Context: an optimization exercise on an open-source flow, tuned for small area, a short achievable clock period and few clock cycles per item. The choices shown serve that exercise and are no tape-out recipe.
Where RTL was checked, it was by simulation tests only, not by an equivalence proof against the original.
No functional check of the RTL was part of run 2.

<file path="flow/config.mk">
export PLATFORM = sky130hd
export DESIGN_NAME = carry_norm
export DESIGN_NICKNAME = carry_norm
export VERILOG_FILES = /design/flow/design.v
export SDC_FILE = /design/flow/constraint.sdc
export NUM_CORES = 4
export LEC_CHECK = 0
export ABC_CLOCK_PERIOD_IN_PS = 60000
export CAP_MARGIN = 20
export CORE_MARGIN = 2
export CORE_UTILIZATION = 40
export SETUP_SLACK_MARGIN = 2
export SLEW_MARGIN = 20
</file>
<file path="flow/constraint.sdc">
create_clock -name core_clock -period 100.0 [get_ports {clk}]
set_input_delay 20.0000 -clock core_clock [delete_from_list [all_inputs] [get_ports {clk}]]
set_output_delay 20.0000 -clock core_clock [all_outputs]
set_load 0.01 [all_outputs]
</file>
<file path="flow/design.v">
module carry_norm (
    input  wire        clk,
    input  wire        rst,
    input  wire        in_valid,
    output wire        in_ready,
    input  wire [63:0] in_data,
    input  wire        in_last,
    output reg         out_valid,
    input  wire        out_ready,
    output reg  [63:0] out_digit,
    output reg         out_last,
    output reg         out_err,
    output reg         out_topovf
);
    wire        f_sign = in_data[63];
    wire [10:0] f_exp  = in_data[62:52];
    wire [51:0] f_frac = in_data[51:0];
    wire [52:0] f_mant = {f_exp != 11'd0, f_frac};
    wire        f_special = (f_exp == 11'd2047);           
    wire        f_big     = (f_exp >= 11'd1075);           
    wire [10:0] lsh       = f_exp - 11'd1075;
    wire [63:0] big_mag   = {11'd0, f_mant} << lsh[5:0];
    wire        big_range = (lsh > 11'd11) ||
                            ((lsh == 11'd11) && !(f_sign && f_frac == 52'd0));
    wire [10:0] rsh_full  = 11'd1075 - f_exp;
    wire [6:0]  rsh       = (rsh_full > 11'd64) ? 7'd64 : rsh_full[6:0];
    wire [116:0] frac_ext = {f_mant, 64'd0} >> rsh;
    wire [52:0] frac_int  = frac_ext[116:64];
    wire        frac_half = frac_ext[63];
    wire        frac_stk  = |frac_ext[62:0];
    wire        round_up  = frac_half & (frac_stk | frac_int[0]);
    wire [63:0] small_mag = {11'd0, frac_int} + {63'd0, round_up};
    wire [63:0] mag       = f_big ? big_mag : small_mag;
    wire [64:0] rounded   = f_sign ? -{1'b0, mag} : {1'b0, mag};
    wire        rint_err  = f_special || (f_big && big_range);
    reg  [63:0] carry;                                    
    wire [64:0] sum       = rounded + {carry[63], carry};
    wire        sum_err   = (sum[64] != sum[63]);
    wire signed [63:0] value = sum[63:0];
    wire signed [63:0] tquot = value / 64'sd100;           
    wire signed [63:0] trem  = value - tquot * 64'sd100;
    wire               neg   = trem[63];
    wire signed [63:0] fquot = neg ? tquot - 64'sd1  : tquot;
    wire signed [63:0] frem  = neg ? trem  + 64'sd100 : trem;
    wire        elem_err  = rint_err || sum_err;
    reg  drop;                   
    assign in_ready = drop || !out_valid || out_ready;
    wire accept = in_valid && in_ready;
    always @(posedge clk) begin
        if (rst) begin
            carry      <= 64'd0;
            drop       <= 1'b0;
            out_valid  <= 1'b0;
            out_digit  <= 64'd0;
            out_last   <= 1'b0;
            out_err    <= 1'b0;
            out_topovf <= 1'b0;
        end else begin
            if (out_valid && out_ready)
                out_valid <= 1'b0;
            if (accept) begin
                if (drop) begin
                    if (in_last)
                        drop <= 1'b0;
                end else begin
                    out_valid  <= 1'b1;
                    out_err    <= elem_err;
                    out_last   <= in_last || elem_err;
                    out_digit  <= in_last ? value : frem;
                    out_topovf <= in_last && !elem_err &&
                                  (value < 64'sd0 || value > 64'sd99);
                    carry      <= (in_last || elem_err) ? 64'd0 : fquot;
                    drop       <= elem_err && !in_last;
                end
            end
        end
    end
endmodule
</file>
<file path="flow/run.sh">
#!/bin/bash
# synth_recipe.tcl (not shown) runs the flow's synth.tcl, then flattens the netlist and writes it again
# the make line also repeats each setting of config.mk as NAME=value (left out here)
make -C /OpenROAD-flow-scripts/flow DESIGN_CONFIG=/design/flow/config.mk WORK_HOME=/design/flow/orfs CLKGATE_MAP_FILE= SYNTH_SCRIPT=/design/flow/synth_recipe.tcl finish
</file>
==> results of run 1 <==
-- flip-flops by register name (all words and copies together) (netlist names) --
name,flops
out_topovf,1
carry,64
out_err,1
out_last,1
drop,1
out_valid,1
out_digit,64
-- timing repair --
item                                   CTS  global route
gates resized for setup                  0            25
endpoints found under the hold margin    0             0
setup endpoints to repair                0           126
setup buffers                            0            12
-- worst register-to-register path, delay by kind of cell (launching register included) --
family | cells | cell delay (ps)
fa+ha+maj | 10 | 3650
xor+xnor | 13 | 4130
mux | 7 | 2600
buf+inv | 9 | 1750
simple gates | 43 | 11820
flops | 1 | 340
compound gates | 153 | 39430
-- layout by cell type (no fill, tap or decap), types with 27 or more instances in the layout --
master and count:
ha_1 369, o31ai_1 49, buf_4 131, a22oi_1 39, dfxtp_1 133, o211ai_1 65
nand3_1 200, nand2_1 791, o21ai_1 176, o21a_1 41, a21oi_2 41, mux4_2 43
a21oi_1 537, and2_1 61, nand4_1 98, a31oi_1 92, o21bai_1 67, a211oi_1 61
nor2b_1 27, o21ai_0 324, nor3_1 149, fa_1 44, o22ai_1 45, and3_1 38
nor2_1 506, or2_2 52, clkdlybuf4s50_1 133, inv_1 424, or3_1 63, a21o_1 81
o21ai_2 33, nor4_1 78, xnor2_1 416, xor2_1 186, mux2i_1 312, nand2b_1 60
-- cell type report --
type                       instances  area (um2)  area share (%)
multi-input combinational       6232       46100           82.99
sequential                       133        2663           4.793
timing repair buffer             267        2351           4.233
tap                             1742        2180           3.924
inverter                         432        1624           2.924
clock buffer                      22       484.2          0.8717
clock inverter                    10       145.1          0.2613
antenna                            1       2.502        0.004505
-- layer usage --
| metal | GRT usage, % | share of wire [%] | up-vias |
|---|---|---|---|
| li1 | - | - | 26240 |
| met1 | 36.34 | 45 | 26110 |
| met2 | 42.71 | 45 | 2099 |
| met3 | 3.171 | 6.8 | 285 |
| met4 | 7.803 | 2.9 | 4 |
| met5 | 0 | 0.012 | - |
-- per-stage QoR --
stage	util [%]	worst slack (ps)	instances	hold slack (ps)	instance area, um2
floorplan	-	18950	7145	426.8	52380
finish	42.79	7638	8839	448.8	55550
CTS	42.57	5135	8823	451.8	55260
detailed placement	42.08	4836	8791	440.9	54630
global placement	42.06	6245	8790	437.9	54600
global route	42.79	1968	8839	470.2	55550
-- worst paths after layout --
kind            startpoint       endpoint  slack (ps)  depth (start not counted)
max            in_data[54]      carry[63]        7640                        279
min          out_digit[29]  out_digit[29]         450                          2
max reg2reg      carry[10]      carry[63]       36250                        235
min reg2reg  out_digit[29]  out_digit[29]         450                          2
-- logic make-up (layout without fill, tap and decap cells) --
logic type / count (synthesis) / after routing
AO/OA/AOI/OAI: 2263 / 2264
XOR/XNOR: 651 / 651
adder cells (fa/ha/maj): 442 / 442
buffers and inverters: 781 / 731
flip-flops: 133 / 133
multiplexers: 405 / 405
other: 0 / 1
AND/OR/NAND/NOR: 2470 / 2470
==> results_dict.tcl, run 1 <==
set metrics [dict create \
    status "no timing/DRC/antenna violations" \
    critPathTopFamily "compound AO/OA/AOI/OAI gates" \
    via_per_inst 6.193 \
    rsz0062_at_grt "false" \
    synth-edff-count 0 \
    setup.worst_path.end_class "flip-flop" \
    drt_first_pass_iters 9 \
    drtIter0Drc 5204 \
    cts_buffer_depth 2 \
    critPathMaxFanout 55 \
    muxShareOfSynthArea_pct 8.981 \
    worst_path_most_repeated_cell "a21oi_1" \
    io_buffers 137 \
    cts_num_sinks 133 \
    avgSynthCellArea_um2 7.331 \
    die_w_um 365.9 \
    syn_nets 7628 \
    clockRootBuffer "clkbuf_16" \
    dp_hpwl_um 150500 \
    grt_antenna_before_repair 6 \
    cp.buffers_inverters 14 \
    yosysTopAreaCell "ha_1" \
    fillCellCount 13510 \
    finalMaxSlewViolations 0 \
    cp.arrival_ps 92820 \
    max_clock_freq_mhz 10.83 \
    drc_errors 0 \
    synth_most_common_cell "nand2_1" \
    min_path_type "reg2reg" \
    synth_area_leaders "ha_1 (8.8%), xnor2_1 (7.1%), mux2i_1 (6.0%), nand2_1 (5.7%), a21oi_1 (5.1%)" \
    slowest_stage "o41ai_1" \
    numCtsBuffers 17 \
    grt_pass1_vias 50190 \
    clkTransAtPathRegs_ps 80 \
    io_pins 138 \
    synthSimpleGateAreaFrac_pct 24.18 \
    setup.worst_path.start_class "input pin" \
    rows 132 \
    wirelength_um 186600 \
    ys.flop_type "dfxtp_1" \
    drive_above_1_share_pct 13.60 \
    maxCapViolations 0 \
    antenna_left 0 \
    grtUsageTotal_pct 26.34 \
    overflow 0 \
    dr_total_vias 54740 \
    core_area_um2 129800 \
    insertion_delay_ps 510 \
    yosysWarnings 1 \
    grt_pass1_wl_um 288900 \
    area_growth_pct 6.038 \
    fin_tns_setup_ps 0 \
    gp_congestion 1.009 \
    synth_commonest_cells "nand2_1 (795), a21oi_1 (538), nor2_1 (508)" \
    grt_max_degree 66 \
    synth_compound_area_share_pct 31.57 \
    slew-limit-headroom_pct 26.45 \
    synth_adder_area_share_pct 11.09 \
    ctsHtreeMaxLevel 4 \
    min_period_ps 92360 \
    cts_hold_repair.buffers 0 \
    initial_core_util_pct 40.35 \
    worst_pin_slew_ps 1103 \
    fin_skew_ps 22.90 \
    synthCells 7145 \
    avgRoutedWirePerCell_um 21.11 \
    yosys.area_share.xor_xnor_pct 11.59 \
    cp.required_ps 100450 \
    setup_viol 0 \
    tritoncts "built" \
    critical_path_class "in2reg" \
    die_area_um2 133900 \
    ys_seq_elements 133 \
    synth_top_family_by_area "compound AO/OA/AOI/OAI gates" \
    post-route-period-util_pct 92.36 \
    ys_seq_area_share_pct 5.083 \
    hold_viol_final 0 \
    synth.distinct_cells 209 \
    layout.nets 7566 \
    synth.top_cell.area_share_pct 8.838 \
    die_h_um 365.9 \
    synth-async-reset-ratio_pct 0 \
    synthesis.area_um2 52380 \
    critPathMaxStageDelay_ps 980 \
]
Testbench counts, summed over its fixed seeds: cycles 18,522, items 18,514.
==> inputs of run 2 (changes only) <==
==> flow/design.v (replaced) <==
module carry_norm (
    input  wire        clk,
    input  wire        rst,
    input  wire        in_valid,
    output wire        in_ready,
    input  wire [63:0] in_data,
    input  wire        in_last,
    output reg         out_valid,
    input  wire        out_ready,
    output wire [63:0] out_digit,
    output reg         out_last,
    output reg         out_err,
    output reg         out_topovf
);
    reg        v0, v1;
    reg [63:0] x0, x1;
    reg        l0, l1;
    reg        drop;         
    reg        cz;           
    reg [63:0] c;            
    reg [6:0]  dig;          
    reg        full;         
    assign in_ready  = !v1;
    assign out_digit = {c[63:7] & {57{full}}, dig};
    wire adv    = v0 && (drop || !out_valid || out_ready);
    wire accept = in_valid && !v1;
    wire        f_sign = x0[63];
    wire [10:0] f_exp  = x0[62:52];
    wire [52:0] f_mant = {f_exp != 11'd0, x0[51:0]};
    wire        f_special = (f_exp == 11'd2047);
    wire        f_tiny    = (f_exp < 11'd1022);
    wire        f_huge    = (f_exp > 11'd1086);
    wire [10:0] sh_full   = 11'd1086 - f_exp;
    wire [6:0]  sh        = sh_full[6:0];
    wire [127:0] sh_ext   = {f_mant, 75'd0} >> sh;
    wire [63:0] ipart     = f_tiny ? 64'd0 : sh_ext[127:64];
    wire        rbit      = !f_tiny && sh_ext[63];
    wire        stk       = |sh_ext[62:0];
    wire        rup       = rbit & (stk | ipart[0]);
    wire        big_err   = f_huge ||
                            ((f_exp == 11'd1086) && !(f_sign && x0[51:0] == 52'd0));
    wire        rint_err  = f_special || big_err;
    wire [63:0] cin   = cz ? 64'd0 : c;
    wire [65:0] opnd  = {2'b00, ipart} ^ {66{f_sign}};
    wire [65:0] sum   = {{2{cin[63]}}, cin} + opnd + {65'd0, rup ^ f_sign};
    wire        sum_err = (sum[65] != sum[63]) || (sum[64] != sum[63]);
    wire [63:0] value = sum[63:0];
    wire        elem_err = rint_err || sum_err;
    wire        vneg = value[63];
    wire [62:0] u    = value[62:0] ^ {63{vneg}};
    wire [62:0] uq   = u / 63'd100;
    wire [6:0]  ur   = u % 63'd100;
    wire [63:0] fquot = {vneg, uq ^ {63{vneg}}};
    wire [6:0]  frem  = vneg ? 7'd99 - ur : ur;
    wire        topovf = vneg || (value[62:7] != 56'd0) || (value[6:0] > 7'd99);
    always @(posedge clk) begin
        if (rst) begin
            v0         <= 1'b0;
            v1         <= 1'b0;
            drop       <= 1'b0;
            cz         <= 1'b1;
            full       <= 1'b0;
            out_valid  <= 1'b0;
            out_last   <= 1'b0;
            out_err    <= 1'b0;
            out_topovf <= 1'b0;
        end else begin
            if (adv || !v0) begin
                if (v1) begin
                    x0 <= x1; l0 <= l1; v0 <= 1'b1;
                    if (accept) begin
                        x1 <= in_data; l1 <= in_last;
                    end else
                        v1 <= 1'b0;
                end else begin
                    x0 <= in_data; l0 <= in_last; v0 <= accept;
                end
            end else if (accept) begin
                x1 <= in_data; l1 <= in_last; v1 <= 1'b1;
            end
            if (out_valid && out_ready)
                out_valid <= 1'b0;
            if (adv) begin
                if (drop) begin
                    if (l0)
                        drop <= 1'b0;
                end else begin
                    out_valid  <= 1'b1;
                    out_err    <= elem_err;
                    out_last   <= l0 || elem_err;
                    out_topovf <= l0 && !elem_err && topovf;
                    full       <= l0;
                    dig        <= l0 ? value[6:0] : frem;
                    c          <= l0 ? value : fquot;
                    cz         <= l0 || elem_err;
                    drop       <= elem_err && !l0;
                end
            end
        end
    end
endmodule
==> run 2 against run 1 <==
Net effect:
- critical path type is now reg2reg
- critical path depth fell by 122
- core utilization rose by 0.80 points
- fmax rose by 82%
- cell count fell by 36%
- clock skew rose by 4.0 ps
- highest routed layer unchanged
- sequential share of layout area rose by 11 points
- count of clock-buffer cells in the layout rose by 6
- first-iteration DRC count fell by 32%
- register-to-register slack improved by 13000 ps
- still clean on timing, DRC and antenna
- synthesized cell count fell by 38%
==> results_dict.tcl, run 2 <==
set metrics [dict create \
    avgRoutedWirePerCell_um 21.95 \
    synth_most_common_cell "nand2_1" \
    cts_resized 0 \
    maxCapViolations 0 \
    critical_path_class "reg2reg" \
    cts_buffer_depth 3 \
    min_path_type "reg2reg" \
    ff2ff_setup_slack_ps 49210 \
    hold_path_end "drop" \
    rows 109 \
    stdcell_count 5625 \
    io_pins 138 \
    final_common_cell "nand2_1" \
    multi_input_area_um2 27870 \
    top_regs "c x64, x0 x64, x1 x64" \
    area.sequential_um2 6222 \
    top_layer_used "met5" \
    grtUsageTotal_pct 26.18 \
    drive_above_1_share_pct 11.79 \
    rsz0062_at_grt "false" \
    mostFrequentLayoutCells "nand2_1 (487), nor2_1 (402), a21oi_1 (326)" \
    avgSynthCellArea_um2 7.930 \
    yosysWarnings 1 \
    worst_path_most_repeated_cell "a21oi_1" \
    synth_commonest_cells "nand2_1 (487), nor2_1 (403), a21oi_1 (327)" \
    dp_hpwl_um 96310 \
    via_per_inst 6.444 \
    io_buffers 137 \
    layout.nets 4580 \
    synth.top_cell.area_share_pct 17.07 \
    hp-start "v0" \
    critPathMaxFanout 110 \
    ctsHtreeMaxLevel 1 \
    ys.flop_type "edfxtp_1" \
    place_ws_ps 50170 \
    drtIter0Drc 3543 \
    synthesis.area_um2 35350 \
    max_clock_freq_mhz 19.69 \
    area_growth_pct 8.470 \
    slowest_stage "ha_4" \
    synth.distinct_cells 169 \
    gp_congestion 1.013 \
    post-route-period-util_pct 50.79 \
    min_period_ps 50790 \
    setup.worst_path.start_class "flip-flop" \
    fin_skew_ps 26.87 \
    fillCellCount 8918 \
    fin_hold_ws_ps 463.7 \
    synth-edff-count 201 \
    setup_slack_ps 49210 \
    worstReg2RegEnd "dig[6]" \
    critPathTopFamily "compound AO/OA/AOI/OAI gates" \
    overflow 0 \
    tritoncts "built" \
    status "no timing/DRC/antenna violations" \
    synth_area_leaders "edfxtp_1 (17%), xnor2_1 (7.5%), nand2_1 (5.2%), a21oi_1 (4.6%), nor2_1 (4.3%)" \
    wl_met1_um 55430 \
    fin_tns_setup_ps 0 \
    post_cts_buffers 0 \
    die_w_um 301.3 \
    worstRegToRegCells 157 \
    grt_pass1_wl_um 194300 \
    slew-limit-headroom_pct 11.99 \
    dp.cells 5578 \
    core_area_um2 87970 \
    met3_length_um 8138 \
    critPathMaxStageDelay_ps 970 \
    wl_met2_um 56160 \
    whs_path_depth 1 \
    die_h_um 301.3 \
    grt_max_degree 111 \
    worst_pin_slew_ps 1308 \
    grt_pass1_vias 33520 \
    synth-async-reset-ratio_pct 0 \
    cp.required_ps 100370 \
    postPlaceCellArea_um2 37480 \
    synthCells 4458 \
    cts_num_sinks 210 \
    ys_seq_elements 210 \
    syn_nets 4597 \
    drt_first_pass_iters 6 \
    dr_total_vias 36250 \
    setup.worst_path.end_class "flip-flop" \
    drc_errors 0 \
    initial_core_util_pct 40.19 \
    fin_area_um2 38350 \
    insertion_delay_ps 610 \
    cp.buffers_inverters 3 \
    hold_viol_final 0 \
    finalMaxSlewViolations 0 \
    wirelength_um 123500 \
    grt_antenna_before_repair 1 \
    utilization_pct 43.59 \
    clockRootBuffer "clkbuf_16" \
    numCtsBuffers 26 \
    setup_viol 0 \
    antenna_left 0 \
    cp.arrival_ps 51160 \
    crit_start "x0[52]" \
    clkTransAtPathRegs_ps 70 \
    yosysTopAreaCell "edfxtp_1" \
    r2r-start "x0[52]" \
    die_area_um2 90770 \
    insertedDiodeCount 0 \
    cts_hold_repair.buffers 0 \
    ys_seq_area_share_pct 17.58 \
]
==> run 2: cells by family (layout without fill, tap and decap cells) <==
family          count (synthesis)  after routing  synth area share, %
compound gates               1547           1547                32.24
xor+xnor                      388            388                9.825
fa+ha+maj                      86             86                2.977
buf+inv                       275            277                3.960
flops                         210            210                17.58
mux                           253            253                9.362
simple gates                 1699           1699                24.05
==> run 2: layer usage <==
| layer | vias up | global-route usage (%) |
|---|---|---|
| met4 | 2 | 7.451 |
| met3 | 185 | 2.140 |
| met2 | 1460 | 42.33 |
| li1 | 17190 | - |
| met5 | - | 0 |
| met1 | 17410 | 37.18 |
==> run 2: worst register-to-register path, delay by kind of cell, from the launching register on <==
family | cells | cell delay (ps)
AO/OA/AOI/OAI | 85 | 29530
AND/OR/NAND/NOR | 44 | 9660
multiplexers | 12 | 4420
XOR/XNOR | 10 | 3820
adder cells (fa/ha/maj) | 3 | 1470
buffers and inverters | 3 | 1320
flip-flops | 1 | 320
==> run 2: worst max-delay path by stage <==
stage	cells past startpoint	end
floorplan	168	dig[6]
global placement	156	dig[6]
detailed placement	156	dig[6]
CTS	157	dig[6]
global route	156	dig[6]
finish	157	dig[6]
==> run 2: final cells by class <==
| cell class | instances | share of cell area, % |
|---|---|---|
| Inverter | 40 | 0.4046 |
| Tap cell | 1165 | 3.801 |
| Clock inverter | 19 | 0.5188 |
| Multi-Input combinational cell | 3973 | 72.69 |
| Sequential cell | 210 | 16.23 |
| Clock buffer | 28 | 1.716 |
| Timing Repair Buffer | 190 | 4.646 |

-- re-timing with driven ports --
Ports are ideal in the flow. The routed layouts listed here were re-timed in OpenROAD.
Step 1: set_driving_cell puts a clkbuf_16 on clk and a buf_2 on each other input, an assumption about the parent block.
Step 2 also shifts input and output timing later by t, the mid clock arrival at the registers, as if the neighbouring blocks saw the same clock.
Three values: ideal ports, drivers, drivers and shift; two values: the first two.
run	shift t [ns]	setup slack, ns	slew at the worst register clock pin (ns)
run 1	0.561	7.638 / 7.628 / 7.067	0.08 / 0.08
run 2	0.652	49.210 / 49.210 / 49.210	0.07 / 0.07
After both steps setup and hold are still met in every run listed. The setup slack of run 1, which loses most, moves by -0.010 ns with the drivers and by -0.571 ns with both steps.
